This is an optimization exercise on Yosys and OpenROAD, whose aim is small area and a short achievable clock period, not a production implementation.
Function was checked by simulation only, so behaviour that the tests miss may differ from the original.
Power and IR drop assume default switching activity.

<file path="flow/config.mk">
export PLATFORM = sky130hd
export DESIGN_NAME = jr_core
export DESIGN_NICKNAME = jr_core
export VERILOG_FILES = /design/flow/design.v
export SDC_FILE = /design/flow/constraint.sdc
export NUM_CORES = 4
export LEC_CHECK = 0
export CAP_MARGIN = 20
export CORE_MARGIN = 2
export CORE_UTILIZATION = 40
export SLEW_MARGIN = 20
</file>
<file path="flow/constraint.sdc">
create_clock -name core_clock -period 40.0 [get_ports {clk}]
set_input_delay 8.0000 -clock core_clock [delete_from_list [all_inputs] [get_ports {clk}]]
set_output_delay 8.0000 -clock core_clock [all_outputs]
set_load 0.01 [all_outputs]
</file>
<file path="flow/design.v">
module jr_mclock (
    input  wire        clk,
    input  wire        rst,
    input  wire        tick,
    input  wire        defer,       
    input  wire        run_set,
    input  wire        run_clr,
    input  wire        cnt_sel,     
    input  wire [61:0] load_val,    
    output reg         run,
    output reg  [61:0] c
);
    reg  pend;
    wire t = tick && run;
    wire a = t && !defer;
    wire [1:0] inc = {a && pend, a ^ pend};
    always @(posedge clk) begin
        if (rst) begin
            run  <= 1'b0;
            pend <= 1'b0;
        end else begin
            pend <= t && defer;
            if (run_set)      run <= 1'b1;
            else if (run_clr) run <= 1'b0;
        end
        c <= cnt_sel ? load_val : c + {60'd0, inc};
    end
endmodule
module jr_encoder (
    input  wire [7:0] x,
    input  wire [7:0] y,
    input  wire       left,
    output wire [5:0] mag
);
    function [5:0] mapy6;
        input [7:0] v;
        case (v)
            8'd0: mapy6 = 6'd44;
            8'd1: mapy6 = 6'd44;
            8'd2: mapy6 = 6'd43;
            8'd3: mapy6 = 6'd43;
            8'd4: mapy6 = 6'd43;
            8'd5: mapy6 = 6'd42;
            8'd6: mapy6 = 6'd42;
            8'd7: mapy6 = 6'd42;
            8'd8: mapy6 = 6'd41;
            8'd9: mapy6 = 6'd41;
            8'd10: mapy6 = 6'd41;
            8'd11: mapy6 = 6'd40;
            8'd12: mapy6 = 6'd40;
            8'd13: mapy6 = 6'd40;
            8'd14: mapy6 = 6'd39;
            8'd15: mapy6 = 6'd39;
            8'd16: mapy6 = 6'd39;
            8'd17: mapy6 = 6'd38;
            8'd18: mapy6 = 6'd38;
            8'd19: mapy6 = 6'd38;
            8'd20: mapy6 = 6'd37;
            8'd21: mapy6 = 6'd37;
            8'd22: mapy6 = 6'd37;
            8'd23: mapy6 = 6'd36;
            8'd24: mapy6 = 6'd36;
            8'd25: mapy6 = 6'd36;
            8'd26: mapy6 = 6'd35;
            8'd27: mapy6 = 6'd35;
            8'd28: mapy6 = 6'd34;
            8'd29: mapy6 = 6'd34;
            8'd30: mapy6 = 6'd34;
            8'd31: mapy6 = 6'd33;
            8'd32: mapy6 = 6'd33;
            8'd33: mapy6 = 6'd33;
            8'd34: mapy6 = 6'd32;
            8'd35: mapy6 = 6'd32;
            8'd36: mapy6 = 6'd32;
            8'd37: mapy6 = 6'd31;
            8'd38: mapy6 = 6'd31;
            8'd39: mapy6 = 6'd31;
            8'd40: mapy6 = 6'd30;
            8'd41: mapy6 = 6'd30;
            8'd42: mapy6 = 6'd30;
            8'd43: mapy6 = 6'd29;
            8'd44: mapy6 = 6'd29;
            8'd45: mapy6 = 6'd29;
            8'd46: mapy6 = 6'd28;
            8'd47: mapy6 = 6'd28;
            8'd48: mapy6 = 6'd28;
            8'd49: mapy6 = 6'd27;
            8'd50: mapy6 = 6'd27;
            8'd51: mapy6 = 6'd27;
            8'd52: mapy6 = 6'd26;
            8'd53: mapy6 = 6'd26;
            8'd54: mapy6 = 6'd26;
            8'd55: mapy6 = 6'd25;
            8'd56: mapy6 = 6'd25;
            8'd57: mapy6 = 6'd24;
            8'd58: mapy6 = 6'd24;
            8'd59: mapy6 = 6'd24;
            8'd60: mapy6 = 6'd23;
            8'd61: mapy6 = 6'd23;
            8'd62: mapy6 = 6'd23;
            8'd63: mapy6 = 6'd22;
            8'd64: mapy6 = 6'd22;
            8'd65: mapy6 = 6'd22;
            8'd66: mapy6 = 6'd21;
            8'd67: mapy6 = 6'd21;
            8'd68: mapy6 = 6'd21;
            8'd69: mapy6 = 6'd20;
            8'd70: mapy6 = 6'd20;
            8'd71: mapy6 = 6'd20;
            8'd72: mapy6 = 6'd19;
            8'd73: mapy6 = 6'd19;
            8'd74: mapy6 = 6'd19;
            8'd75: mapy6 = 6'd18;
            8'd76: mapy6 = 6'd18;
            8'd77: mapy6 = 6'd18;
            8'd78: mapy6 = 6'd17;
            8'd79: mapy6 = 6'd17;
            8'd80: mapy6 = 6'd17;
            8'd81: mapy6 = 6'd16;
            8'd82: mapy6 = 6'd16;
            8'd83: mapy6 = 6'd16;
            8'd84: mapy6 = 6'd15;
            8'd85: mapy6 = 6'd15;
            8'd86: mapy6 = 6'd14;
            8'd87: mapy6 = 6'd14;
            8'd88: mapy6 = 6'd14;
            8'd89: mapy6 = 6'd13;
            8'd90: mapy6 = 6'd13;
            8'd91: mapy6 = 6'd13;
            8'd92: mapy6 = 6'd12;
            8'd93: mapy6 = 6'd12;
            8'd94: mapy6 = 6'd12;
            8'd95: mapy6 = 6'd11;
            8'd96: mapy6 = 6'd11;
            8'd97: mapy6 = 6'd11;
            8'd98: mapy6 = 6'd10;
            8'd99: mapy6 = 6'd10;
            8'd100: mapy6 = 6'd10;
            8'd101: mapy6 = 6'd9;
            8'd102: mapy6 = 6'd9;
            8'd103: mapy6 = 6'd9;
            8'd104: mapy6 = 6'd8;
            8'd105: mapy6 = 6'd8;
            8'd106: mapy6 = 6'd8;
            8'd107: mapy6 = 6'd7;
            8'd108: mapy6 = 6'd7;
            8'd109: mapy6 = 6'd7;
            8'd110: mapy6 = 6'd6;
            8'd111: mapy6 = 6'd6;
            8'd112: mapy6 = 6'd6;
            8'd113: mapy6 = 6'd5;
            8'd114: mapy6 = 6'd5;
            8'd115: mapy6 = 6'd4;
            8'd116: mapy6 = 6'd4;
            8'd117: mapy6 = 6'd4;
            8'd118: mapy6 = 6'd3;
            8'd119: mapy6 = 6'd3;
            8'd120: mapy6 = 6'd3;
            8'd121: mapy6 = 6'd2;
            8'd139: mapy6 = 6'd3;
            8'd140: mapy6 = 6'd3;
            8'd141: mapy6 = 6'd3;
            8'd142: mapy6 = 6'd4;
            8'd143: mapy6 = 6'd4;
            8'd144: mapy6 = 6'd4;
            8'd145: mapy6 = 6'd5;
            8'd146: mapy6 = 6'd5;
            8'd147: mapy6 = 6'd5;
            8'd148: mapy6 = 6'd6;
            8'd149: mapy6 = 6'd6;
            8'd150: mapy6 = 6'd6;
            8'd151: mapy6 = 6'd7;
            8'd152: mapy6 = 6'd7;
            8'd153: mapy6 = 6'd8;
            8'd154: mapy6 = 6'd8;
            8'd155: mapy6 = 6'd8;
            8'd156: mapy6 = 6'd9;
            8'd157: mapy6 = 6'd9;
            8'd158: mapy6 = 6'd9;
            8'd159: mapy6 = 6'd10;
            8'd160: mapy6 = 6'd10;
            8'd161: mapy6 = 6'd10;
            8'd162: mapy6 = 6'd11;
            8'd163: mapy6 = 6'd11;
            8'd164: mapy6 = 6'd12;
            8'd165: mapy6 = 6'd12;
            8'd166: mapy6 = 6'd12;
            8'd167: mapy6 = 6'd13;
            8'd168: mapy6 = 6'd13;
            8'd169: mapy6 = 6'd13;
            8'd170: mapy6 = 6'd14;
            8'd171: mapy6 = 6'd14;
            8'd172: mapy6 = 6'd14;
            8'd173: mapy6 = 6'd15;
            8'd174: mapy6 = 6'd15;
            8'd175: mapy6 = 6'd15;
            8'd176: mapy6 = 6'd16;
            8'd177: mapy6 = 6'd16;
            8'd178: mapy6 = 6'd17;
            8'd179: mapy6 = 6'd17;
            8'd180: mapy6 = 6'd17;
            8'd181: mapy6 = 6'd18;
            8'd182: mapy6 = 6'd18;
            8'd183: mapy6 = 6'd18;
            8'd184: mapy6 = 6'd19;
            8'd185: mapy6 = 6'd19;
            8'd186: mapy6 = 6'd19;
            8'd187: mapy6 = 6'd20;
            8'd188: mapy6 = 6'd20;
            8'd189: mapy6 = 6'd20;
            8'd190: mapy6 = 6'd21;
            8'd191: mapy6 = 6'd21;
            8'd192: mapy6 = 6'd22;
            8'd193: mapy6 = 6'd22;
            8'd194: mapy6 = 6'd22;
            8'd195: mapy6 = 6'd23;
            8'd196: mapy6 = 6'd23;
            8'd197: mapy6 = 6'd23;
            8'd198: mapy6 = 6'd24;
            8'd199: mapy6 = 6'd24;
            8'd200: mapy6 = 6'd24;
            8'd201: mapy6 = 6'd25;
            8'd202: mapy6 = 6'd25;
            8'd203: mapy6 = 6'd25;
            8'd204: mapy6 = 6'd26;
            8'd205: mapy6 = 6'd26;
            8'd206: mapy6 = 6'd27;
            8'd207: mapy6 = 6'd27;
            8'd208: mapy6 = 6'd27;
            8'd209: mapy6 = 6'd28;
            8'd210: mapy6 = 6'd28;
            8'd211: mapy6 = 6'd28;
            8'd212: mapy6 = 6'd29;
            8'd213: mapy6 = 6'd29;
            8'd214: mapy6 = 6'd29;
            8'd215: mapy6 = 6'd30;
            8'd216: mapy6 = 6'd30;
            8'd217: mapy6 = 6'd31;
            8'd218: mapy6 = 6'd31;
            8'd219: mapy6 = 6'd31;
            8'd220: mapy6 = 6'd32;
            8'd221: mapy6 = 6'd32;
            8'd222: mapy6 = 6'd32;
            8'd223: mapy6 = 6'd33;
            8'd224: mapy6 = 6'd33;
            8'd225: mapy6 = 6'd33;
            8'd226: mapy6 = 6'd34;
            8'd227: mapy6 = 6'd34;
            8'd228: mapy6 = 6'd34;
            8'd229: mapy6 = 6'd35;
            8'd230: mapy6 = 6'd35;
            8'd231: mapy6 = 6'd36;
            8'd232: mapy6 = 6'd36;
            8'd233: mapy6 = 6'd36;
            8'd234: mapy6 = 6'd37;
            8'd235: mapy6 = 6'd37;
            8'd236: mapy6 = 6'd37;
            8'd237: mapy6 = 6'd38;
            8'd238: mapy6 = 6'd38;
            8'd239: mapy6 = 6'd38;
            8'd240: mapy6 = 6'd39;
            8'd241: mapy6 = 6'd39;
            8'd242: mapy6 = 6'd39;
            8'd243: mapy6 = 6'd40;
            8'd244: mapy6 = 6'd40;
            8'd245: mapy6 = 6'd41;
            8'd246: mapy6 = 6'd41;
            8'd247: mapy6 = 6'd41;
            8'd248: mapy6 = 6'd42;
            8'd249: mapy6 = 6'd42;
            8'd250: mapy6 = 6'd42;
            8'd251: mapy6 = 6'd43;
            8'd252: mapy6 = 6'd43;
            8'd253: mapy6 = 6'd43;
            8'd254: mapy6 = 6'd44;
            8'd255: mapy6 = 6'd44;
            default: mapy6 = 6'd0;
        endcase
    endfunction
    function [4:0] xadj6;
        input [7:0] v;
        case (v)
            8'd0: xadj6 = 5'd18;
            8'd1: xadj6 = 5'd18;
            8'd2: xadj6 = 5'd18;
            8'd3: xadj6 = 5'd18;
            8'd4: xadj6 = 5'd18;
            8'd5: xadj6 = 5'd18;
            8'd6: xadj6 = 5'd18;
            8'd7: xadj6 = 5'd18;
            8'd8: xadj6 = 5'd17;
            8'd9: xadj6 = 5'd17;
            8'd10: xadj6 = 5'd17;
            8'd11: xadj6 = 5'd17;
            8'd12: xadj6 = 5'd17;
            8'd13: xadj6 = 5'd17;
            8'd14: xadj6 = 5'd17;
            8'd15: xadj6 = 5'd16;
            8'd16: xadj6 = 5'd16;
            8'd17: xadj6 = 5'd16;
            8'd18: xadj6 = 5'd16;
            8'd19: xadj6 = 5'd16;
            8'd20: xadj6 = 5'd16;
            8'd21: xadj6 = 5'd15;
            8'd22: xadj6 = 5'd15;
            8'd23: xadj6 = 5'd15;
            8'd24: xadj6 = 5'd15;
            8'd25: xadj6 = 5'd15;
            8'd26: xadj6 = 5'd15;
            8'd27: xadj6 = 5'd15;
            8'd28: xadj6 = 5'd15;
            8'd29: xadj6 = 5'd14;
            8'd30: xadj6 = 5'd14;
            8'd31: xadj6 = 5'd14;
            8'd32: xadj6 = 5'd14;
            8'd33: xadj6 = 5'd14;
            8'd34: xadj6 = 5'd14;
            8'd35: xadj6 = 5'd13;
            8'd36: xadj6 = 5'd13;
            8'd37: xadj6 = 5'd13;
            8'd38: xadj6 = 5'd13;
            8'd39: xadj6 = 5'd13;
            8'd40: xadj6 = 5'd13;
            8'd41: xadj6 = 5'd13;
            8'd42: xadj6 = 5'd12;
            8'd43: xadj6 = 5'd12;
            8'd44: xadj6 = 5'd12;
            8'd45: xadj6 = 5'd12;
            8'd46: xadj6 = 5'd12;
            8'd47: xadj6 = 5'd12;
            8'd48: xadj6 = 5'd12;
            8'd49: xadj6 = 5'd12;
            8'd50: xadj6 = 5'd11;
            8'd51: xadj6 = 5'd11;
            8'd52: xadj6 = 5'd11;
            8'd53: xadj6 = 5'd11;
            8'd54: xadj6 = 5'd11;
            8'd55: xadj6 = 5'd11;
            8'd56: xadj6 = 5'd10;
            8'd57: xadj6 = 5'd10;
            8'd58: xadj6 = 5'd10;
            8'd59: xadj6 = 5'd10;
            8'd60: xadj6 = 5'd10;
            8'd61: xadj6 = 5'd10;
            8'd62: xadj6 = 5'd9;
            8'd63: xadj6 = 5'd9;
            8'd64: xadj6 = 5'd9;
            8'd65: xadj6 = 5'd9;
            8'd66: xadj6 = 5'd9;
            8'd67: xadj6 = 5'd9;
            8'd68: xadj6 = 5'd9;
            8'd69: xadj6 = 5'd9;
            8'd70: xadj6 = 5'd9;
            8'd71: xadj6 = 5'd8;
            8'd72: xadj6 = 5'd8;
            8'd73: xadj6 = 5'd8;
            8'd74: xadj6 = 5'd8;
            8'd75: xadj6 = 5'd8;
            8'd76: xadj6 = 5'd8;
            8'd77: xadj6 = 5'd7;
            8'd78: xadj6 = 5'd7;
            8'd79: xadj6 = 5'd7;
            8'd80: xadj6 = 5'd7;
            8'd81: xadj6 = 5'd7;
            8'd82: xadj6 = 5'd7;
            8'd83: xadj6 = 5'd6;
            8'd84: xadj6 = 5'd6;
            8'd85: xadj6 = 5'd6;
            8'd86: xadj6 = 5'd6;
            8'd87: xadj6 = 5'd6;
            8'd88: xadj6 = 5'd6;
            8'd89: xadj6 = 5'd6;
            8'd90: xadj6 = 5'd6;
            8'd91: xadj6 = 5'd5;
            8'd92: xadj6 = 5'd5;
            8'd93: xadj6 = 5'd5;
            8'd94: xadj6 = 5'd5;
            8'd95: xadj6 = 5'd5;
            8'd96: xadj6 = 5'd5;
            8'd97: xadj6 = 5'd5;
            8'd98: xadj6 = 5'd4;
            8'd99: xadj6 = 5'd4;
            8'd100: xadj6 = 5'd4;
            8'd101: xadj6 = 5'd4;
            8'd102: xadj6 = 5'd4;
            8'd103: xadj6 = 5'd4;
            8'd104: xadj6 = 5'd3;
            8'd105: xadj6 = 5'd3;
            8'd106: xadj6 = 5'd3;
            8'd107: xadj6 = 5'd3;
            8'd108: xadj6 = 5'd3;
            8'd109: xadj6 = 5'd3;
            8'd110: xadj6 = 5'd3;
            8'd111: xadj6 = 5'd3;
            8'd112: xadj6 = 5'd2;
            8'd113: xadj6 = 5'd2;
            8'd114: xadj6 = 5'd2;
            8'd115: xadj6 = 5'd2;
            8'd116: xadj6 = 5'd2;
            8'd117: xadj6 = 5'd2;
            8'd118: xadj6 = 5'd1;
            8'd119: xadj6 = 5'd1;
            8'd120: xadj6 = 5'd1;
            8'd121: xadj6 = 5'd1;
            8'd122: xadj6 = 5'd1;
            8'd123: xadj6 = 5'd1;
            8'd124: xadj6 = 5'd1;
            8'd142: xadj6 = 5'd1;
            8'd143: xadj6 = 5'd1;
            8'd144: xadj6 = 5'd1;
            8'd145: xadj6 = 5'd1;
            8'd146: xadj6 = 5'd1;
            8'd147: xadj6 = 5'd2;
            8'd148: xadj6 = 5'd2;
            8'd149: xadj6 = 5'd2;
            8'd150: xadj6 = 5'd2;
            8'd151: xadj6 = 5'd2;
            8'd152: xadj6 = 5'd2;
            8'd153: xadj6 = 5'd3;
            8'd154: xadj6 = 5'd3;
            8'd155: xadj6 = 5'd3;
            8'd156: xadj6 = 5'd3;
            8'd157: xadj6 = 5'd3;
            8'd158: xadj6 = 5'd3;
            8'd159: xadj6 = 5'd3;
            8'd160: xadj6 = 5'd3;
            8'd161: xadj6 = 5'd4;
            8'd162: xadj6 = 5'd4;
            8'd163: xadj6 = 5'd4;
            8'd164: xadj6 = 5'd4;
            8'd165: xadj6 = 5'd4;
            8'd166: xadj6 = 5'd5;
            8'd167: xadj6 = 5'd5;
            8'd168: xadj6 = 5'd5;
            8'd169: xadj6 = 5'd5;
            8'd170: xadj6 = 5'd5;
            8'd171: xadj6 = 5'd5;
            8'd172: xadj6 = 5'd6;
            8'd173: xadj6 = 5'd6;
            8'd174: xadj6 = 5'd6;
            8'd175: xadj6 = 5'd6;
            8'd176: xadj6 = 5'd6;
            8'd177: xadj6 = 5'd6;
            8'd178: xadj6 = 5'd6;
            8'd179: xadj6 = 5'd6;
            8'd180: xadj6 = 5'd7;
            8'd181: xadj6 = 5'd7;
            8'd182: xadj6 = 5'd7;
            8'd183: xadj6 = 5'd7;
            8'd184: xadj6 = 5'd7;
            8'd185: xadj6 = 5'd8;
            8'd186: xadj6 = 5'd8;
            8'd187: xadj6 = 5'd8;
            8'd188: xadj6 = 5'd8;
            8'd189: xadj6 = 5'd8;
            8'd190: xadj6 = 5'd8;
            8'd191: xadj6 = 5'd9;
            8'd192: xadj6 = 5'd9;
            8'd193: xadj6 = 5'd9;
            8'd194: xadj6 = 5'd9;
            8'd195: xadj6 = 5'd9;
            8'd196: xadj6 = 5'd9;
            8'd197: xadj6 = 5'd9;
            8'd198: xadj6 = 5'd9;
            8'd199: xadj6 = 5'd10;
            8'd200: xadj6 = 5'd10;
            8'd201: xadj6 = 5'd10;
            8'd202: xadj6 = 5'd10;
            8'd203: xadj6 = 5'd10;
            8'd204: xadj6 = 5'd10;
            8'd205: xadj6 = 5'd11;
            8'd206: xadj6 = 5'd11;
            8'd207: xadj6 = 5'd11;
            8'd208: xadj6 = 5'd11;
            8'd209: xadj6 = 5'd11;
            8'd210: xadj6 = 5'd12;
            8'd211: xadj6 = 5'd12;
            8'd212: xadj6 = 5'd12;
            8'd213: xadj6 = 5'd12;
            8'd214: xadj6 = 5'd12;
            8'd215: xadj6 = 5'd12;
            8'd216: xadj6 = 5'd12;
            8'd217: xadj6 = 5'd12;
            8'd218: xadj6 = 5'd13;
            8'd219: xadj6 = 5'd13;
            8'd220: xadj6 = 5'd13;
            8'd221: xadj6 = 5'd13;
            8'd222: xadj6 = 5'd13;
            8'd223: xadj6 = 5'd13;
            8'd224: xadj6 = 5'd14;
            8'd225: xadj6 = 5'd14;
            8'd226: xadj6 = 5'd14;
            8'd227: xadj6 = 5'd14;
            8'd228: xadj6 = 5'd14;
            8'd229: xadj6 = 5'd15;
            8'd230: xadj6 = 5'd15;
            8'd231: xadj6 = 5'd15;
            8'd232: xadj6 = 5'd15;
            8'd233: xadj6 = 5'd15;
            8'd234: xadj6 = 5'd15;
            8'd235: xadj6 = 5'd15;
            8'd236: xadj6 = 5'd15;
            8'd237: xadj6 = 5'd16;
            8'd238: xadj6 = 5'd16;
            8'd239: xadj6 = 5'd16;
            8'd240: xadj6 = 5'd16;
            8'd241: xadj6 = 5'd16;
            8'd242: xadj6 = 5'd16;
            8'd243: xadj6 = 5'd17;
            8'd244: xadj6 = 5'd17;
            8'd245: xadj6 = 5'd17;
            8'd246: xadj6 = 5'd17;
            8'd247: xadj6 = 5'd17;
            8'd248: xadj6 = 5'd18;
            8'd249: xadj6 = 5'd18;
            8'd250: xadj6 = 5'd18;
            8'd251: xadj6 = 5'd18;
            8'd252: xadj6 = 5'd18;
            8'd253: xadj6 = 5'd18;
            8'd254: xadj6 = 5'd18;
            8'd255: xadj6 = 5'd18;
            default: xadj6 = 5'd0;
        endcase
    endfunction
    wire [5:0] my  = mapy6(y);
    wire [4:0] xa  = xadj6(x);
    wire       red = left ? (x > 8'd133) : (x < 8'd133);
    wire [6:0] d   = {1'b0, my} - {2'b00, xa};
    assign mag = !red ? my : (d[6] ? 6'd0 : d[5:0]);
endmodule
module jr_core (
    input  wire        clk,
    input  wire        rst,
    input  wire [7:0]  cmd,
    input  wire        cmd_valid,
    output wire        cmd_ready,
    input  wire [7:0]  opd_x,
    input  wire [7:0]  opd_y,
    input  wire [15:0] opd_d,
    input  wire [15:0] opd_ax,
    input  wire [15:0] opd_ay,
    input  wire [15:0] opd_az,
    output wire [63:0] res,
    output reg         res_valid,
    input  wire        echo,
    output wire        trig,
    input  wire        tick0,
    input  wire        tick1,
    output wire [7:0]  tx_data,
    output reg         tx_valid,
    input  wire        tx_ready,
    input  wire        rx_avail,
    input  wire [7:0]  rx_data,
    output wire        rx_take,
    input  wire        confirm,
    output reg  [1:0]  act_dir_L,
    output reg  [1:0]  act_dir_R,
    output wire [7:0]  act_duty_L,
    output wire [7:0]  act_duty_R,
    output reg  [1:0]  disp
);
    localparam [3:0] OP_MC_START   = 4'h1;
    localparam [3:0] OP_MC_STOP    = 4'h2;
    localparam [3:0] OP_MC_RESET   = 4'h3;
    localparam [3:0] OP_MC_READ    = 4'h4;
    localparam [3:0] OP_RANGE      = 4'h5;
    localparam [3:0] OP_ENCODE     = 4'h6;
    localparam [3:0] OP_SEND_DRIVE = 4'h7;
    localparam [3:0] OP_FAULT_EVAL = 4'h8;
    localparam [3:0] OP_COLL_EVAL  = 4'h9;
    localparam [3:0] OP_RROBOT     = 4'hA;
    localparam [3:0] OP_RREMOTE    = 4'hB;
    localparam [3:0] OP_CONFIRM    = 4'hC;
    localparam [3:0] OP_MC_LOAD    = 4'hD;
    localparam [1:0] REVERSE = 2'd0, FORWARD = 2'd1, NEUTRAL = 2'd2;
    localparam [1:0] D_CLEAR = 2'd0, D_COLLISION = 2'd1, D_OBSTACLE = 2'd2, D_COMM_ERROR = 2'd3;
    localparam [23:0] CM = 24'h8B4396;
    reg        echo_lvl, dir, obs, hs, rfsm;
    reg  [5:0] duty_L, duty_R;
    reg        rdy;
    reg  [5:0] s;             
    reg [44:0] W;             
    reg        satf;          
    reg        rs0, rs1, rw, rp, rd;    
    assign cmd_ready  = rdy;
    assign act_duty_L = {duty_L, 2'b00};
    assign act_duty_R = {duty_R, 2'b00};
    assign tx_data    = W[7:0];
    wire [3:0] op  = cmd[7:4];
    wire       ci  = cmd[0];
    wire       acc = cmd_valid && rdy;
    wire [15:0] is_op = {16{acc}} & (16'd1 << op);
    wire sample = (s == 6'd12);
    wire last   = (s == 6'd32);
    assign trig = (s >= 6'd3) && (s <= 6'd12);
    wire        echo_rise = echo && !echo_lvl;
    wire        echo_fall = !echo && echo_lvl;
    wire        ld_any    = is_op[OP_MC_LOAD] && !rst;
    wire [61:0] load_val  = {opd_d[5:0], opd_az, opd_ay, opd_ax, opd_x} & {62{ld_any}};
    wire        run0, run1;
    wire [61:0] c0, c1;
    wire start0 = is_op[OP_MC_START] && !ci, start1 = is_op[OP_MC_START] && ci;
    wire stop0  = is_op[OP_MC_STOP]  && !ci, stop1  = is_op[OP_MC_STOP]  && ci;
    wire clr0   = is_op[OP_MC_RESET] && !ci, clr1   = is_op[OP_MC_RESET] && ci;
    wire load0  = is_op[OP_MC_LOAD]  && !ci, load1  = is_op[OP_MC_LOAD]  && ci;
    jr_mclock u_mc0 (
        .clk(clk), .rst(rst), .tick(tick0),
        .defer(is_op[OP_MC_READ] && !ci),
        .run_set(!clr0 && !sample && (start0 || (echo_rise && !stop0))),
        .run_clr(clr0 || sample || stop0 || echo_fall),
        .cnt_sel(rst || clr0 || sample || load0), .load_val(load_val),
        .run(run0), .c(c0)
    );
    jr_mclock u_mc1 (
        .clk(clk), .rst(rst), .tick(tick1),
        .defer(is_op[OP_MC_READ] && ci),
        .run_set(start1),
        .run_clr(clr1 || stop1),
        .cnt_sel(rst || clr1 || load1), .load_val(load_val),
        .run(run1), .c(c1)
    );
    wire poll_robot  = is_op[OP_RROBOT];
    wire poll_remote = is_op[OP_RREMOTE] && !rfsm;
    assign rx_take = (poll_robot || poll_remote) && rx_avail;
    wire coll = ($signed(opd_ax) > 16'sd500) || ($signed(opd_ax) < -16'sd500) ||
                ($signed(opd_ay) > 16'sd500) || ($signed(opd_ay) < -16'sd500) ||
                ($signed(opd_az) > 16'sd1500) || ($signed(opd_az) < 16'sd500);
    wire       left    = cmd[1:0] != 2'b00;
    wire       y_pos   = opd_y > 8'd138;
    wire       y_neg   = opd_y < 8'd122;
    wire       dir_new = (y_pos || y_neg) ? y_pos : dir;
    wire [5:0] mag;
    jr_encoder u_enc (.x(opd_x), .y(opd_y), .left(left), .mag(mag));
    wire enc_any  = is_op[OP_ENCODE] || (is_op[OP_SEND_DRIVE] && !rfsm);
    wire fault_tx = is_op[OP_FAULT_EVAL] && !hs &&
                    ((opd_d < 16'd30) ? !obs : obs);
    wire coll_tx  = is_op[OP_COLL_EVAL] && !hs && coll;
    wire conf_tx  = is_op[OP_CONFIRM] && rfsm && confirm;
    wire set_tx   = (is_op[OP_SEND_DRIVE] && !rfsm) || fault_tx || coll_tx || conf_tx;
    wire [7:0] w_load = enc_any ? {mag, dir_new, left} :
                        (poll_robot || poll_remote) ? rx_data :
                        {6'b001100, is_op[OP_FAULT_EVAL] && !obs, !is_op[OP_FAULT_EVAL]};
    wire rng_go = is_op[OP_RANGE] && !hs;
    wire [25:0] sum = {1'b0, W[44:20]} + {2'b00, (W[0] && s <= 6'd32) ? CM : 24'd0};
    wire [44:0] w_step = {sum, W[19:1]};
    wire [44:0] w_smp  = {6'd0, 1'b1, 18'd0, c0[19:0]};
    always @(posedge clk) begin
        if (sample) begin
            W[44:8] <= w_smp[44:8];
            satf    <= |c0[61:20];
        end else begin
            W[44:8] <= w_step[44:8];
        end
        if (acc)
            W[7:0] <= w_load;
        else if (sample)
            W[7:0] <= w_smp[7:0];
        else if (s != 6'd0)
            W[7:0] <= w_step[7:0];
        if (acc) begin
            rs0 <= is_op[OP_MC_READ] && !ci;
            rs1 <= is_op[OP_MC_READ] && ci;
            rw  <= enc_any || rx_take;
            rp  <= rx_take;
            rd  <= rng_go;
        end
    end
    wire        rdsat = rd && (satf || W[44] || W[43]);
    wire [15:0] lo    = ({16{rd}} & W[42:27]) | {16{rdsat}} |
                        {7'd0, rp, {8{rw}} & W[7:0]};
    wire [63:0] rc    = {{62{rs0}} & c0, 2'b00} | {{62{rs1}} & c1, 2'b00};
    assign res = rc | {48'd0, lo};
    wire tx_next = set_tx || (tx_valid && !tx_ready);
    wire [5:0] s_next = rng_go ? 6'd1 : (s == 6'd0 || last) ? 6'd0 : s + 6'd1;
    always @(posedge clk) begin
        if (rst) begin
            echo_lvl  <= 1'b0;
            dir       <= 1'b0;
            obs       <= 1'b0;
            hs        <= 1'b0;
            rfsm      <= 1'b0;
            disp      <= D_CLEAR;
            act_dir_L <= NEUTRAL;
            act_dir_R <= NEUTRAL;
            duty_L    <= 6'd0;
            duty_R    <= 6'd0;
            tx_valid  <= 1'b0;
            res_valid <= 1'b0;
            rdy       <= 1'b0;
            s         <= 6'd0;
        end else begin
            echo_lvl  <= echo;
            tx_valid  <= tx_next;
            res_valid <= (acc && !rng_go) || last;
            rdy       <= !acc && s_next == 6'd0 && !tx_next;
            s         <= s_next;
            if (enc_any)
                dir <= dir_new;
            if (fault_tx)
                obs <= !obs;
            if (coll_tx) begin
                act_dir_L <= NEUTRAL;
                act_dir_R <= NEUTRAL;
                duty_L    <= 6'd0;
                duty_R    <= 6'd0;
                hs        <= 1'b1;
            end
            if (poll_robot && rx_avail) begin
                if (!hs) begin
                    if (rx_data[0]) begin
                        act_dir_L <= rx_data[1] ? FORWARD : REVERSE;
                        duty_L    <= rx_data[7:2];
                    end else begin
                        act_dir_R <= rx_data[1] ? FORWARD : REVERSE;
                        duty_R    <= rx_data[7:2];
                    end
                end else if (rx_data == 8'h31) begin
                    hs <= 1'b0;
                end
            end
            if (poll_remote && rx_avail) begin
                case (rx_data)
                    8'h30:   disp <= D_CLEAR;
                    8'h31: begin
                        disp <= D_COLLISION;
                        rfsm <= 1'b1;
                    end
                    8'h32:   disp <= D_OBSTACLE;
                    default: disp <= D_COMM_ERROR;
                endcase
            end
            if (conf_tx) begin
                disp <= D_CLEAR;
                rfsm <= 1'b0;
            end
        end
    end
endmodule
</file>
<file path="flow/flow/run.sh">
#!/bin/bash
set -uo pipefail
export BUFFER_PORTS_ARGS="-buffer_cell sky130_fd_sc_hd__buf_1"
bash standard.sh > flow_make.log 2>&1
</file>
<file path="flow/standard.sh">
#!/bin/bash
# synth_recipe.tcl (not shown) runs the flow's synth.tcl, then flattens the netlist and writes it again
# the make line also repeats each setting of config.mk as NAME=value (left out here)
make -C /OpenROAD-flow-scripts/flow DESIGN_CONFIG=/design/flow/config.mk WORK_HOME=/design/flow/orfs CLKGATE_MAP_FILE= SYNTH_SCRIPT=/design/flow/synth_recipe.tcl "${@:-finish}"
</file>
==> impl_metrics.toml, run 1 <==
[timing]
slew_viol_final = 0
tightest_slew_ps = 1080
setup_tns_ps = 0
post-route-period-util_pct = 43.0
rsz0062_at_grt = "no"
holdWs_ps = 423
period_needed_ps = 17200
hold_viol_final = 0
skew_ps = 23.1
max_freq_mhz = 58.1
max_slew_margin_pct = 27.8
finalSetupViolations = 0

[final_layout]
areaGrowthSynthToFinish_pct = 12.6
drive_gt1_share_pct = 5.30
finalNetCount = 2027

[synthesis]
ys.flop_type = "dfxtp_1"
synth_top_cell_by_area = "dfxtp_1"
yosys.area.top_type_share_pct = 28.5
ys_seq_elements = 211
synth_edf_count = 14
syn_area_um2 = 13800
async_flop_share_pct = 0
synth_area_per_cell_um2 = 7.77
seq_area_frac_synth_pct = 31.6
ys_warn_count = 3
synth_cell_type_count = 83
synthCells = 1779
synth.area.top_cells = "dfxtp_1 (29%), nand3_1 (6.3%), o21ai_0 (5.8%)"

[routing]
vias = 13700
drc = 0
detail-route-antenna-nets = 0
drt_iter0_drc = 1095
via_per_inst = 5.79
first_pass_iters = 6
avgRoutedWirePerCell_um = 18.1
routed_wl_um = 42800

[clock_tree]
numClockSinks = 211
clk_latency_ps = 540
tritoncts = "built"
ctsResizeCount = 0
cts_root_buf = "clkbuf_16"
cts_setup_buffers = 0
postCtsHoldBufs = 0
clk_pin_slew_ps = 60
htreeDepth = 1
clockBufferDepth = 3
cts_buffers = 26

[placed_design]
globalplace.congestion = 0.909
post-dp-hpwl_um = 30200
port_buffers = 197

[global_route]
overflow = 0
track_usage_pct = 22.8
grt_max_degree = 111
grt_pass1_wl_um = 67500
antenna_found_initial = 2
first_global_vias = 12300

[pwr]
leakage_nw = 5.27
power_density_nw_per_um2 = 43.6
ir_drop_v = 0.0000280

[critical_path]
crit_type = "in -> out"
cp_top_family = "simple AND/OR/NAND/NOR gates"
cp_slowest_stage_delay_ps = 360
worstPathMaxFanout = 12
cp_cell_sequence = "buf_1 -> nand2_1 -> and4_1 -> and2_1 -> buf_1"
worstSetupEndpointType = "output pin"
critPathSlowestCell = "buf_1"
required_ps = 32000
crit_top_cell = "buf_1"
arrival_ps = 9200
worst-path-buf-inv = 2
startpoint_type = "input port"

[floorplanning]
boundaryPins = 204
die_x_um = 190
num_rows = 68
start_util_pct = 40.3
fp.dieArea_um2 = 36100
die_y_um = 190
core_um2 = 34300

[hold_path]
hp-class = "reg -> reg"

[outcome]
status = "finished clean"

[job]
maxCapViolations = 0
[tightest hold or removal path, stage by stage (launching register included)]
cell	delay (ps)
dfxtp_1	300
nand2_1	40
nand2_1	50
[cells in the mapped netlist (12+ instances only)]
library cell	n
a22o_1	51
nand3_1	173
o21a_1	12
dfxtp_1	197
a21o_1	12
xor2_1	70
buf_1	23
a22oi_1	17
nand3b_1	21
nand2b_1	27
and2_1	14
nand2_1	155
nor4_1	39
o21ai_0	161
ha_1	31
a21oi_1	53
a31oi_1	12
nand4_1	48
o21ai_1	15
clkbuf_1	95
xnor2_1	71
nor2_1	106
and3_1	30
buf_4	12
inv_1	49
edfxtp_1	14
nor3_1	51
nor2b_1	15
o22ai_1	17
[cells by family after synthesis]
kind of cell	Yosys count	synth area share (%)
xor gates and xnor gates	141	8.93
DFF	211	31.6
buffers and inverters	193	5.81
other	1	0.0271
and+or+nand+nor	731	27.4
muxes	16	1.48
adders and majority gates	37	3.53
AOI/OAI and AO/OA	449	21.3
[layout by cell type, fill, tap and decap left out, drive strengths merged, types with 31 or more instances in the layout]
master / count
a21oi: 53
a22o: 51
buf: 219
clkbuf: 40
dfxtp: 197
ha: 31
inv: 49
nand2: 155
nand3: 174
nand4: 48
nor2: 106
nor3: 58
nor4: 39
o21ai: 176
xnor2: 71
xor2: 70
[power breakdown]
| part | switching [mW] | leakage (nW) | internal (mW) | total (mW) |
|---|---|---|---|---|
| clock | 0.0934 | 0.412 | 0.134 | 0.228 |
| combinational | 0.113 | 3.12 | 0.0728 | 0.186 |
| sequential | 0.0226 | 1.73 | 0.243 | 0.266 |
| total | 0.229 | 5.27 | 0.450 | 0.679 |
[path summary, 6_finish.rpt]
path | startpoint | end | slack (ps) | cells past startpoint
max | cmd[4] | rx_take | 22800 | 5
min | W[15] | W[14] | 420 | 2
max reg2reg | rdy | u_mc1.c[42] | 34690 | 15
min reg2reg | W[15] | W[14] | 420 | 2
[sequential cells by signal (all words and copies together), names as in the netlist, 2 cells and up]
name and count:
W 45, duty_R 6, act_dir_R 2, duty_L 6, u_mc1.c 62, disp 2
u_mc0.c 62, s 6, act_dir_L 2
[final cells by class]
class,instances,area [µm²]
clock inverter,7,48.8
inverter,51,191
sequential,211,4360
antenna,2,5.00
tap,455,569
clock buffer,40,783
multi-input combinational,1378,8700
fill,3479,18700
timing repair buffer,219,905
[metrics by stage]
| stage | power (mW) | instances | utilization, % | instance area (µm²) | worst slack (ps) |
|---|---|---|---|---|---|
| 3_3_place_gp | 0.450 | 2314 | 43.0 | 14700 | 22830 |
| 2_1_floorplan | 0.402 | 1782 | - | 13800 | 23170 |
| 4_1_cts | 0.682 | 2361 | 45.4 | 15600 | 22800 |
| 3_5_place_dp | 0.454 | 2314 | 43.0 | 14700 | 22800 |
| 6_report | 0.679 | 2363 | 45.4 | 15600 | 22800 |
| 5_1_grt | 0.719 | 2363 | 45.4 | 15600 | 22680 |
[metal layers]
metal,GRT usage [%],vias up,share of wire [%]
met3,2.97,66,6.2
met4,6.95,0,2.7
li1,-,6718,-
met1,32.3,6486,46
met5,0,-,0
met2,36.2,423,45
==> inputs of run 2 (changes only) <==
==> flow/flow/run.sh (replaced) <==
#!/bin/bash
set -uo pipefail
export BUFFER_PORTS_ARGS="-buffer_cell sky130_fd_sc_hd__buf_1"
export CTS_ARGS="-sink_clustering_enable -repair_clock_nets -buf_list sky130_fd_sc_hd__clkbuf_4 -dont_use_dummy_load"
bash standard.sh > flow_make.log 2>&1
==> run 2 against run 1 <==
Wire length up 1.2%. First-iteration DRC count down 0.91%. Register-to-register slack worse by 40 ps. Clock skew up 48 ps. Highest routed layer unchanged.
==> impl_metrics.toml, run 2 <==
[synthesis]
ys_seq_elements = 211
synth_edf_count = 14
syn_area_um2 = 13800
async_flop_share_pct = 0
synthCells = 1779
synth_area_per_cell_um2 = 7.77
synth.area.top_cells = "dfxtp_1 (29%), nand3_1 (6.3%), o21ai_0 (5.8%)"
synth_cell_type_count = 83
yosys.area.top_type_share_pct = 28.5
synth_common_cells = "dfxtp_1 (197), nand3_1 (173), o21ai_0 (161)"
synth_top_cell_by_area = "dfxtp_1"
yosysMostFrequentCell = "dfxtp_1"
ys_warn_count = 3
ys.flop_type = "dfxtp_1"
seq_area_frac_synth_pct = 31.6

[floorplanning]
boundaryPins = 204
core_um2 = 34300
fp.dieArea_um2 = 36100
start_util_pct = 40.3
die_y_um = 190
num_rows = 68
die_x_um = 190

[critical_path]
crit_type = "in -> out"
worstPathMaxFanout = 12
required_ps = 32000
startpoint_type = "input port"
worstSetupEndpointType = "output pin"
arrival_ps = 9210

[timing]
max_freq_mhz = 58.1
finalSetupViolations = 0
finalWorstSetupSlack_ps = 22790
tightest_slew_ps = 1090
slew_viol_final = 0
max_slew_margin_pct = 27.0
skew_ps = 70.6
setup_tns_ps = 0
hold_viol_final = 0
period_needed_ps = 17210
rsz0062_at_grt = "no"
post-route-period-util_pct = 43.0

[final_layout]
areaGrowthSynthToFinish_pct = 10.2
largestRegisters = "u_mc0.c: 62 flops, u_mc1.c: 62 flops, W: 45 flops"
layout_common_cells = "dfxtp_1 (197), buf_1 (197), nand3_1 (173)"
finalNetCount = 2067
drive_gt1_share_pct = 6.55

[placed_design]
post-dp-hpwl_um = 30200
globalplace.congestion = 0.909
dp_slack_ps = 22800
port_buffers = 197

[routing]
detail-route-antenna-nets = 0
drc = 0
first_pass_iters = 7
avgRoutedWirePerCell_um = 18.2
routed_wl_um = 43300
drt_iter0_drc = 1085
via_per_inst = 5.84
vias = 13900

[outcome]
status = "finished clean"

[clock_tree]
clockBufferDepth = 3
cts_setup_buffers = 0
ctsResizeCount = 0
cts_root_buf = "clkbuf_4"
clk_latency_ps = 670
tritoncts = "built"
clk_pin_slew_ps = 50
numClockSinks = 211
htreeDepth = 3
cts_buffers = 66
postCtsHoldBufs = 0

[hold_path]
hp-class = "reg -> reg"

[global_route]
antenna_found_initial = 2
grt_max_degree = 111
grt_pass1_wl_um = 68000
track_usage_pct = 23.2
first_global_vias = 12600
overflow = 0

[pwr]
leakage_nw = 5.16
ir_drop_v = 0.0000193
power_density_nw_per_um2 = 40.2

[job]
maxCapViolations = 0
## run 2: cell counts after synthesis
Identical to the previous run, type by type.
## run 2: logic make-up after synthesis
| group | synth area share [%] |
|---|---|
| XOR/XNOR | 8.93 |
| AND/OR/NAND/NOR | 27.4 |
| multiplexers | 1.48 |
| adder cells (fa/ha/maj) | 3.53 |
| AO/OA/AOI/OAI | 21.3 |
| buffers and inverters | 5.81 |
| flip-flops | 31.6 |
| other | 0.0271 |
## run 2: where the power goes
part | internal (mW) | total (mW) | switching [mW]
Combinational | 0.0729 | 0.186 | 0.113
Clock | 0.0746 | 0.160 | 0.0849
Sequential | 0.244 | 0.266 | 0.0227
## run 2: final cells by class
| class | count | area (µm²) |
|---|---|---|
| Antenna cell | 2 | 5.00 |
| Tap cell | 455 | 569 |
| Sequential cell | 211 | 4360 |
| Inverter | 51 | 191 |
| Fill cell | 3547 | 19100 |
| Clock buffer | 66 | 495 |
| Multi-Input combinational cell | 1378 | 8700 |
| Timing Repair Buffer | 219 | 905 |
## run 2: layer usage
layer | global-route usage [%] | vias to the layer above | share of wire, %
met1 | 31.9 | 6533 | 45
met2 | 36.3 | 484 | 45
met3 | 4.24 | 96 | 7.2
li1 | - | 6789 | -
met5 | 0 | - | 0
met4 | 8.80 | 0 | 3.1
## run 2: critical path: stages
cell and delay, ps:
buf_1 370, nand2_1 180, and4_1 310, and2_1 220, buf_1 130
## run 2: path summary, 6_finish.rpt
path	from	end	slack (ps)	cells after the start
max	cmd[4]	rx_take	22790	5
min	W[19]	W[18]	420	2
min reg2reg	W[19]	W[18]	420	2
max reg2reg	rdy	u_mc1.c[58]	34650	15
## run 2: per-stage QoR
stage	hold WS [ps]	power [mW]	utilization, %	std cells	cell area, µm²
after floorplan	399	0.402	-	1782	13800
after global placement	405	0.450	43.0	2314	14700
after detailed placement	410	0.454	43.0	2314	14700
after CTS	423	0.617	44.4	2380	15200
after global routing	443	0.655	44.4	2382	15200
final	417	0.612	44.4	2382	15200
==> inputs of run 3 (changes only) <==
==> flow/flow/run.sh (replaced) <==
#!/bin/bash
set -uo pipefail
export BUFFER_PORTS_ARGS="-buffer_cell sky130_fd_sc_hd__buf_1"
export CTS_ARGS="-sink_clustering_enable -repair_clock_nets -buf_list sky130_fd_sc_hd__clkbuf_4 -dont_use_dummy_load"
export POST_RESIZE_TCL="$PWD/flow/post_resize.tcl"
bash standard.sh > flow_make.log 2>&1
==> flow/flow/post_resize.tcl (new file) <==
# Size up the cells on the input-to-output paths that set the period:
# repair_timing treats paths with less than the margin of slack as failing.
repair_timing -setup -setup_margin 23.4 -verbose
==> run 3 against run 2 <==
Still clean on timing, DRC and antenna. Utilization hardly changed. Wire length is 0.12% lower. Clock skew is 21 ps higher. Register-to-register slack worse by 70 ps. Worst hold slack worse by 36 ps. Sequential power hardly changed. Maximum frequency is 2.3% higher.
==> impl_metrics.toml, run 3 <==
[timing]
period_needed_ps = 16820
max_slew_margin_pct = 23.9
rsz0062_at_grt = "no"
max_freq_mhz = 59.4
hold_viol_final = 0
slew_viol_final = 0
skew_ps = 91.4
tightest_slew_ps = 1140
post-route-period-util_pct = 42.1
setup_tns_ps = 0
finalSetupViolations = 0
holdWs_ps = 380

[global_route]
overflow = 0
grt_pass1_wl_um = 67700
grt_max_degree = 111
antenna_found_initial = 2
first_global_vias = 12600
track_usage_pct = 23.1

[final_layout]
drive_gt1_share_pct = 6.72
layout_common_cells = "dfxtp_1 (197), buf_1 (192), nand3_1 (173)"
finalNetCount = 2062
largestRegisters = "u_mc0.c: 62 flops, u_mc1.c: 62 flops, W: 45 flops"
stdcell_area_um2 = 15200
finalNonFillerCells = 2377
final_common_cell = "dfxtp_1"
areaGrowthSynthToFinish_pct = 10.1

[synthesis]
synth-xor-area-share_pct = 8.93
synth_common_cells = "dfxtp_1 (197), nand3_1 (173), o21ai_0 (161)"
synth.area.top_cells = "dfxtp_1 (29%), nand3_1 (6.3%), o21ai_0 (5.8%)"
yosys.area.top_type_share_pct = 28.5
synthAdderAreaFrac_pct = 3.53
synth_compound_area_share_pct = 21.3
syn_area_um2 = 13800
ys_warn_count = 3
async_flop_share_pct = 0
synth_edf_count = 14
muxShareOfSynthArea_pct = 1.48
synthCells = 1779
ys.flop_type = "dfxtp_1"
synth_area_per_cell_um2 = 7.77
synth_top_family_by_area = "simple AND/OR/NAND/NOR gates"
seq_area_frac_synth_pct = 31.6
synth-simple-area-share_pct = 27.4
synth_cell_type_count = 83
ys_seq_elements = 211
synth_top_cell_by_area = "dfxtp_1"
yosysMostFrequentCell = "dfxtp_1"

[routing]
detail-route-antenna-nets = 0
vias = 13900
first_pass_iters = 5
routed_wl_um = 43200
via_per_inst = 5.84
avgRoutedWirePerCell_um = 18.2
drt_iter0_drc = 1235
drc = 0

[floorplanning]
die_x_um = 190
boundaryPins = 204
fp.dieArea_um2 = 36100
start_util_pct = 40.3
core_um2 = 34300
die_y_um = 190
num_rows = 68

[placed_design]
globalplace.congestion = 0.909
port_buffers = 197
post-dp-hpwl_um = 30200
dp.cells = 2317
placed_area_um2 = 14800

[clock_tree]
cts_setup_buffers = 0
clk_pin_slew_ps = 60
numClockSinks = 211
cts_buffers = 58
clk_latency_ps = 720
tritoncts = "built"
clockBufferDepth = 3
cts_root_buf = "clkbuf_4"
htreeDepth = 2
postCtsHoldBufs = 0
ctsResizeCount = 0

[critical_path]
worstPathMaxFanout = 12
cp_cell_sequence = "buf_2 -> nand2_1 -> and4_4 -> and2_4 -> buf_6"
required_ps = 32000
crit_type = "in -> out"
arrival_ps = 8820
startpoint_type = "input port"
cp_slowest_stage_delay_ps = 210
critPathSlowestCell = "buf_2"
worstSetupEndpointType = "output pin"

[outcome]
status = "finished clean"

[pwr]
leakage_nw = 5.16
power.total_mw = 0.600
power_density_nw_per_um2 = 39.4
ir_drop_v = 0.0000227

[hold_path]
hp-class = "reg -> reg"

[job]
maxCapViolations = 0
## run 3: cell count changes in the layout (fill, tap and decap cells not counted), sizes merged
cell / change
clkbuf: -6
buf: +1
## run 3: kinds of logic after synthesis
group,count (synthesis)
flip-flops,211
multiplexers,16
buffers and inverters,193
AO/OA/AOI/OAI,449
XOR/XNOR,141
other,1
AND/OR/NAND/NOR,731
adder cells (fa/ha/maj),37
## run 3: area by class of cell
cell class	instances	area, µm²
Fill cell	3576	19100
Multi-Input combinational cell	1378	8700
Sequential cell	211	4360
Timing Repair Buffer	222	950
Tap cell	455	569
Clock buffer	58	435
Inverter	51	191
Antenna cell	2	5.00
## run 3: path summary, 6_finish.rpt
check,startpoint,to,slack (ps),depth (start not counted)
setup / recovery,cmd[4],rx_take,23180,5
hold / removal,W[9],W[8],380,2
setup reg to reg,rdy,u_mc1.c[58],34580,15
hold reg to reg,W[9],W[8],380,2
## run 3: where the power goes
part / switching (mW) / internal (mW) / total, mW
Combinational: 0.112 / 0.0732 / 0.185
Sequential: 0.0227 / 0.243 / 0.266
Clock: 0.0836 / 0.0651 / 0.149
## run 3: through the flow
stage / worst slack (ps) / utilization, %
2_1_floorplan: 23170 / -
3_3_place_gp: 22830 / 43.0
3_5_place_dp: 23190 / 43.1
4_1_cts: 23190 / 44.4
5_1_grt: 23130 / 44.4
6_report: 23180 / 44.4
## run 3: metal layers
layer | up-vias | wire length [µm] | global-route usage (%)
li1 | 6774 | - | -
met1 | 6537 | 19600 | 32.0
met2 | 486 | 19400 | 36.3
met3 | 80 | 3000 | 3.93
met4 | 0 | 1140 | 7.60
met5 | - | 0 | 0
## run 3: critical path, delay by kind of cell
kind | cells | cell delay (ps)
buf+inv | 2 | 320
simple gates | 3 | 490
==> inputs of run 4 (changes only) <==
==> flow/flow/run.sh (replaced) <==
#!/bin/bash
set -uo pipefail
export BUFFER_PORTS_ARGS="-buffer_cell sky130_fd_sc_hd__buf_1"
export CTS_ARGS="-sink_clustering_enable -repair_clock_nets -buf_list sky130_fd_sc_hd__clkbuf_4 -dont_use_dummy_load -sink_clustering_size 10 -sink_clustering_max_diameter 50"
export POST_RESIZE_TCL="$PWD/flow/post_resize.tcl"
bash standard.sh > flow_make.log 2>&1
--- a/flow/config.mk
+++ b/flow/config.mk
@@ -7,5 +7,5 @@
 export LEC_CHECK = 0
 export CAP_MARGIN = 20
 export CORE_MARGIN = 2
-export CORE_UTILIZATION = 40
+export CORE_UTILIZATION = 60
 export SLEW_MARGIN = 20
==> run 4 against run 3 <==
Still clean on timing, DRC and antenna. First-iteration DRC count up 0.32%. Total power decreased by 7.0%. Utilization rose by 21 points. Wire length shrank 6.6%. Synthesized cell count did not move. Sequential power about the same. Clock power is 29% lower. Area after synthesis stayed put. Global-route usage is 8.8 points higher. Maximum frequency is essentially flat. Non-clock buffer count shrank 1. Critical path type unchanged. Highest routed layer unchanged.
==> impl_metrics.toml, run 4 <==
[clock_tree]
clk_pin_slew_ps = 120
cts_buffers = 29
tritoncts = "built"
cts_root_buf = "clkbuf_4"
clk_latency_ps = 700
cts_setup_buffers = 0
htreeDepth = 1
clockBufferDepth = 3
numClockSinks = 211
ctsResizeCount = 0
postCtsHoldBufs = 0

[global_route]
first_global_vias = 12200
overflow = 0
antenna_found_initial = 1
track_usage_pct = 31.9
grt_pass1_wl_um = 63700
grt_max_degree = 123

[final_layout]
largestRegisters = "u_mc0.c: 62 flops, u_mc1.c: 62 flops, W: 45 flops"
layout_common_cells = "dfxtp_1 (197), buf_1 (193), nand3_1 (173)"
drive_gt1_share_pct = 5.19
finalNetCount = 2032
finalNonFillerCells = 2177
final_common_cell = "dfxtp_1"
areaGrowthSynthToFinish_pct = 7.17

[synthesis]
synth_top_family_by_area = "simple AND/OR/NAND/NOR gates"
synth.area.top_cells = "dfxtp_1 (29%), nand3_1 (6.3%), o21ai_0 (5.8%)"
yosysMostFrequentCell = "dfxtp_1"
synth_area_per_cell_um2 = 7.77
synth_top_cell_by_area = "dfxtp_1"
yosys.area.top_type_share_pct = 28.5
synth_common_cells = "dfxtp_1 (197), nand3_1 (173), o21ai_0 (161)"
syn_area_um2 = 13800
synth-xor-area-share_pct = 8.93
synth_edf_count = 14
muxShareOfSynthArea_pct = 1.48
synthAdderAreaFrac_pct = 3.53
synth-simple-area-share_pct = 27.4
synth_cell_type_count = 83
ys_seq_elements = 211
ys.flop_type = "dfxtp_1"
seq_area_frac_synth_pct = 31.6
synth_compound_area_share_pct = 21.3
ys_warn_count = 3
synthCells = 1779
async_flop_share_pct = 0

[timing]
post-route-period-util_pct = 42.1
rsz0062_at_grt = "no"
period_needed_ps = 16830
holdWs_ps = 405
slew_viol_final = 0
skew_ps = 55.6
finalSetupViolations = 0
hold_viol_final = 0
setup_tns_ps = 0
max_freq_mhz = 59.4
tightest_slew_ps = 1160
max_slew_margin_pct = 22.1

[placed_design]
globalplace.congestion = 0.947
dp.cells = 2144
post-dp-hpwl_um = 28300
port_buffers = 197

[routing]
routed_wl_um = 40300
via_per_inst = 6.39
drt_iter0_drc = 1239
vias = 13900
first_pass_iters = 6
detail-route-antenna-nets = 0
avgRoutedWirePerCell_um = 18.5
drc = 0

[critical_path]
startpoint_type = "input port"
worst-path-buf-inv = 2
arrival_ps = 8830
cp_cell_sequence = "buf_1 -> and4_4 -> and2_4 -> buf_6"
crit_type = "in -> out"
cp_top_family = "simple AND/OR/NAND/NOR gates"
cp_slowest_stage_delay_ps = 290
critPathSlowestCell = "buf_1"
required_ps = 32000
worstSetupEndpointType = "output pin"
worstPathMaxFanout = 10

[floorplanning]
start_util_pct = 61.1
core_um2 = 22600
die_y_um = 156
num_rows = 55
fp.dieArea_um2 = 24300
boundaryPins = 204
die_x_um = 156

[pwr]
power_density_nw_per_um2 = 37.7
leakage_nw = 5.03
ir_drop_v = 0.0000262

[job]
maxCapViolations = 0

[hold_path]
hp-class = "reg -> reg"

[outcome]
status = "finished clean"
run 4: changes by cell type in the layout (fill, tap and decap cells not counted), sizes merged:
cell / before / now
clkbuf: 60 / 31
buf: 220 / 219
run 4: worst min-delay path, cell delays in order (launching register included):
cell and delay, ps:
dfxtp_1 310, nand2_1 50, nand2_1 40
run 4: worst paths after layout:
check                            start     endpoint  slack [ps]  depth (start not counted)
worst max-delay path            cmd[5]      rx_take       23170                          4
worst min register to register   W[20]        W[19]         410                          2
worst max register to register     rdy  u_mc1.c[42]       34770                         15
worst min-delay path             W[20]        W[19]         410                          2
run 4: metrics by stage:
| step | power, mW | setup WS (ps) | cell area [µm²] | util (%) |
|---|---|---|---|---|
| 2_1_floorplan | 0.402 | 23170 | 13800 | - |
| 3_3_place_gp | 0.448 | 22880 | 14500 | 64.0 |
| 3_5_place_dp | 0.452 | 23170 | 14500 | 64.2 |
| 4_1_cts | 0.557 | 23170 | 14800 | 65.2 |
| 5_1_grt | 0.594 | 23060 | 14800 | 65.4 |
| 6_report | 0.558 | 23170 | 14800 | 65.4 |
run 4: layout make-up:
class | instances | area, µm²
inverter | 51 | 191
timing repair buffer | 221 | 973
antenna | 2 | 5.00
sequential | 211 | 4360
multi-input combinational | 1378 | 8700
tap | 285 | 357
clock buffer | 29 | 218
fill | 2114 | 7830
run 4: report_power, final:
group	internal, mW	switching, mW	total [mW]
clock	0.0331	0.0728	0.106
combinational	0.0740	0.112	0.186
sequential	0.243	0.0236	0.267
total	0.350	0.208	0.558
run 4: cells by family after synthesis:
group                      count (synthesis)
and+or+nand+nor                          731
AOI/OAI and AO/OA                        449
DFF                                      211
buffers and inverters                    193
xor gates and xnor gates                 141
adders and majority gates                 37
muxes                                     16
other                                      1
run 4: metal layers:
layer  global-route usage [%]  part of all wire [%]  wire length, µm
met1                     45.2                    44            17800
met2                     50.4                    45            18100
met3                     3.53                   7.6             3080
met4                     11.5                   3.4             1360
met5                        0                     0                0
==> inputs of run 5 (changes only) <==
==> flow/run.sh (new file) <==
#!/bin/bash
# synth_recipe.tcl (not shown) runs the flow's synth.tcl, then flattens the netlist and writes it again
# the make line also repeats each setting of config.mk as NAME=value (left out here)
make -C /OpenROAD-flow-scripts/flow DESIGN_CONFIG=/design/flow/config.mk WORK_HOME=/design/flow/orfs CLKGATE_MAP_FILE= SYNTH_SCRIPT=/design/flow/synth_recipe.tcl finish
--- a/flow/config.mk
+++ b/flow/config.mk
@@ -7,5 +7,5 @@
 export LEC_CHECK = 0
 export CAP_MARGIN = 20
 export CORE_MARGIN = 2
-export CORE_UTILIZATION = 60
+export CORE_UTILIZATION = 40
 export SLEW_MARGIN = 20
removed: flow/flow/run.sh
removed: flow/flow/post_resize.tcl
removed: flow/standard.sh
==> run 5 against run 4 <==
Still clean on timing, DRC and antenna. Sequential share of layout area decreased by 3.4 points. Synthesized cell count unchanged. Total power is 25% higher. Clock power up 110%. First-iteration DRC count down 3.2%. Clock-buffer cell count increased by 9. Critical path depth is 1 higher. Setup slack got worse by 1200 ps. Largest power group unchanged.
==> impl_metrics.toml, run 5 <==
[outcome]
status = "finished clean"

[critical_path]
worstSetupEndpointType = "output pin"
required_ps = 32000
reg2reg_setup_slack_ps = 34690
reg2reg_from = "rdy"
arrival_ps = 9990
critPathSlowestCell = "clkdlybuf4s50_1"
worstPathMaxFanout = 12
crit_top_cell = "clkdlybuf4s50_1"
rr_worst_depth = 15
r2r_end = "u_mc1.c[42]"
startpoint_type = "input port"
crit_type = "in -> out"
cp_slowest_stage_delay_ps = 640
cp_cell_sequence = "clkdlybuf4s50_1 -> nand2_1 -> and4_1 -> and2_1 -> clkdlybuf4s50_1"

[timing]
finalWorstSetupSlack_ps = 22010
slew_viol_final = 0
period_needed_ps = 17990
hold_viol_final = 0
setup_tns_ps = 0
skew_ps = 11.2
max_slew_margin_pct = 29.0
post-route-period-util_pct = 45.0
max_freq_mhz = 55.6
rsz0062_at_grt = "no"
tightest_slew_ps = 1060
finalSetupViolations = 0

[clock_tree]
clockBufferDepth = 3
postCtsHoldBufs = 0
cts_root_buf = "clkbuf_16"
cts_setup_buffers = 0
htreeDepth = 1
tritoncts = "built"
numClockSinks = 211
cts_buffers = 26
ctsResizeCount = 0
clk_latency_ps = 530
clk_pin_slew_ps = 60

[synthesis]
async_flop_share_pct = 0
syn_area_um2 = 13800
yosys.area.top_type_share_pct = 28.5
synth.area.top_cells = "dfxtp_1 (29%), nand3_1 (6.3%), o21ai_0 (5.8%)"
synth_cell_type_count = 83
muxShareOfSynthArea_pct = 1.48
synthAdderAreaFrac_pct = 3.53
seq_area_frac_synth_pct = 31.6
synth_common_cells = "dfxtp_1 (197), nand3_1 (173), o21ai_0 (161)"
ys_warn_count = 3
synth_top_cell_by_area = "dfxtp_1"
synth-xor-area-share_pct = 8.93
synth-simple-area-share_pct = 27.4
ys.flop_type = "dfxtp_1"
synthCells = 1779
ys_seq_elements = 211
yosysMostFrequentCell = "dfxtp_1"
synth_area_per_cell_um2 = 7.77
synth_edf_count = 14
synth_compound_area_share_pct = 21.3
synth_top_family_by_area = "simple AND/OR/NAND/NOR gates"

[global_route]
grt_max_degree = 123
antenna_found_initial = 1
first_global_vias = 12700
track_usage_pct = 23.3
grt_pass1_wl_um = 68900
overflow = 0

[pwr]
ir_drop_v = 0.0000289
leakage_nw = 5.74
power.total_mw = 0.696
power_density_nw_per_um2 = 41.6

[job]
maxCapViolations = 0

[final_layout]
largestRegisters = "u_mc0.c: 62 flops, u_mc1.c: 62 flops, W: 45 flops"
layout_common_cells = "dfxtp_1 (197), clkdlybuf4s50_1 (197), nand3_1 (173)"
num-fill-cells = 3390
regArea_um2 = 4360
drive_gt1_share_pct = 4.74
finalNonFillerCells = 2354
multi_input_area_um2 = 8700
utilization_pct = 48.9
areaGrowthSynthToFinish_pct = 21.2
finalNetCount = 2023

[placed_design]
port_buffers = 197
post-dp-hpwl_um = 30500
dp_slack_ps = 22020
globalplace.congestion = 0.916
dp.cells = 2309

[hold_path]
holdPathEnd = "W[18]"
hp-class = "reg -> reg"
hp-start = "W[19]"
holdPathStages = 2

[floorplanning]
die_y_um = 190
fp.dieArea_um2 = 36100
die_x_um = 190
start_util_pct = 40.3
boundaryPins = 204
core_um2 = 34300
num_rows = 68

[routing]
first_pass_iters = 7
vias = 13800
avgRoutedWirePerCell_um = 18.5
via_per_inst = 5.86
drc = 0
drt_iter0_drc = 1199
detail-route-antenna-nets = 0
routed_wl_um = 43500
-- run 5: cell counts after synthesis --
Identical to the previous run, type by type.
-- run 5: kinds of logic after synthesis --
logic type      count (synthesis)
buf+inv                       193
fa+ha+maj                      37
compound gates                449
flops                         211
mux                            16
other cells                     1
xor+xnor                      141
simple gates                  731
-- run 5: per-layer routing --
layer	wire, µm	share of wire [%]	up-vias	global-route usage (%)
li1	-	-	6701	-
met1	20000	46	6569	33.0
met2	20000	46	458	37.2
met3	2580	5.9	64	2.82
met4	988	2.3	0	6.86
met5	0	0	-	0
-- run 5: worst max-delay path by stage --
stage                     slack, ps  cells past startpoint  endpoint  startpoint
after global routing          21910                      5   rx_take      cmd[4]
after CTS                     22020                      5   rx_take      cmd[4]
after global placement        22060                      5   rx_take      cmd[4]
after floorplan               23170                      4   rx_take      cmd[7]
final                         22010                      5   rx_take      cmd[4]
after detailed placement      22020                      5   rx_take      cmd[4]
-- run 5: final cells by class --
type                    instances  share of cell area (%)
diodes                          1                  0.0149
clock buffers                  38                    4.40
clock inverters                 5                   0.381
inverters                      51                    1.14
multi-input cells            1378                    51.9
flip-flops and latches        211                    26.0
well taps                     455                    3.40
repair buffers                215                    12.7
-- run 5: stage by stage --
| step | cell area, µm² | hold slack, ps |
|---|---|---|
| 2_1_floorplan | 13800 | 399 |
| 3_3_place_gp | 15900 | 407 |
| 3_5_place_dp | 15900 | 413 |
| 4_1_cts | 16700 | 424 |
| 5_1_grt | 16800 | 452 |
| 6_report | 16800 | 423 |
-- run 5: where the power goes --
part	internal, mW	switching (mW)
Combinational	0.0930	0.112
Clock	0.133	0.0911
Sequential	0.243	0.0232
-- run 5: critical path: cells and delay by family --
kind,cells,cell delay [ps]
buffers and inverters,2,1210
and+or+nand+nor,3,780

separate check: timing with driven ports:
No port has a modelled driver above. Below, the same layouts with a new extraction and two added sets of constraints.
Step 1 (the two cells are an assumption about what drives the block):
set clk [get_ports {clk}]
set_driving_cell -lib_cell sky130_fd_sc_hd__clkbuf_16 $clk
set_driving_cell -lib_cell sky130_fd_sc_hd__buf_2 [delete_from_list [all_inputs] $clk]
Step 2 moves the port delays by t, midway between the first and last clock arrival at a register: inputs arrive t later, outputs are due t later. That takes back most of the time a late clock gives input paths.
Three values: ideal, step 1, step 2; two values: the first two.
| run | shift t [ns] | setup slack, ns | worst slew at a driven data input, ns |
|---|---|---|---|
| run 1 | 0.579 | 22.799 / 22.772 / 22.772 | 0.09 |
| run 2 | 0.684 | 22.787 / 22.759 / 22.759 | 0.09 |
| run 3 | 0.725 | 23.177 / 23.150 / 23.150 | 0.08 |
| run 4 | 0.718 | 23.169 / 23.137 / 23.137 | 0.06 |
| run 5 | 0.579 | 22.012 / 21.991 / 21.991 | 0.09 |
After both steps every run listed still meets setup and hold. For run 4, which loses most, drivers alone change the setup slack by -0.032 ns; drivers and shift together by -0.032 ns.
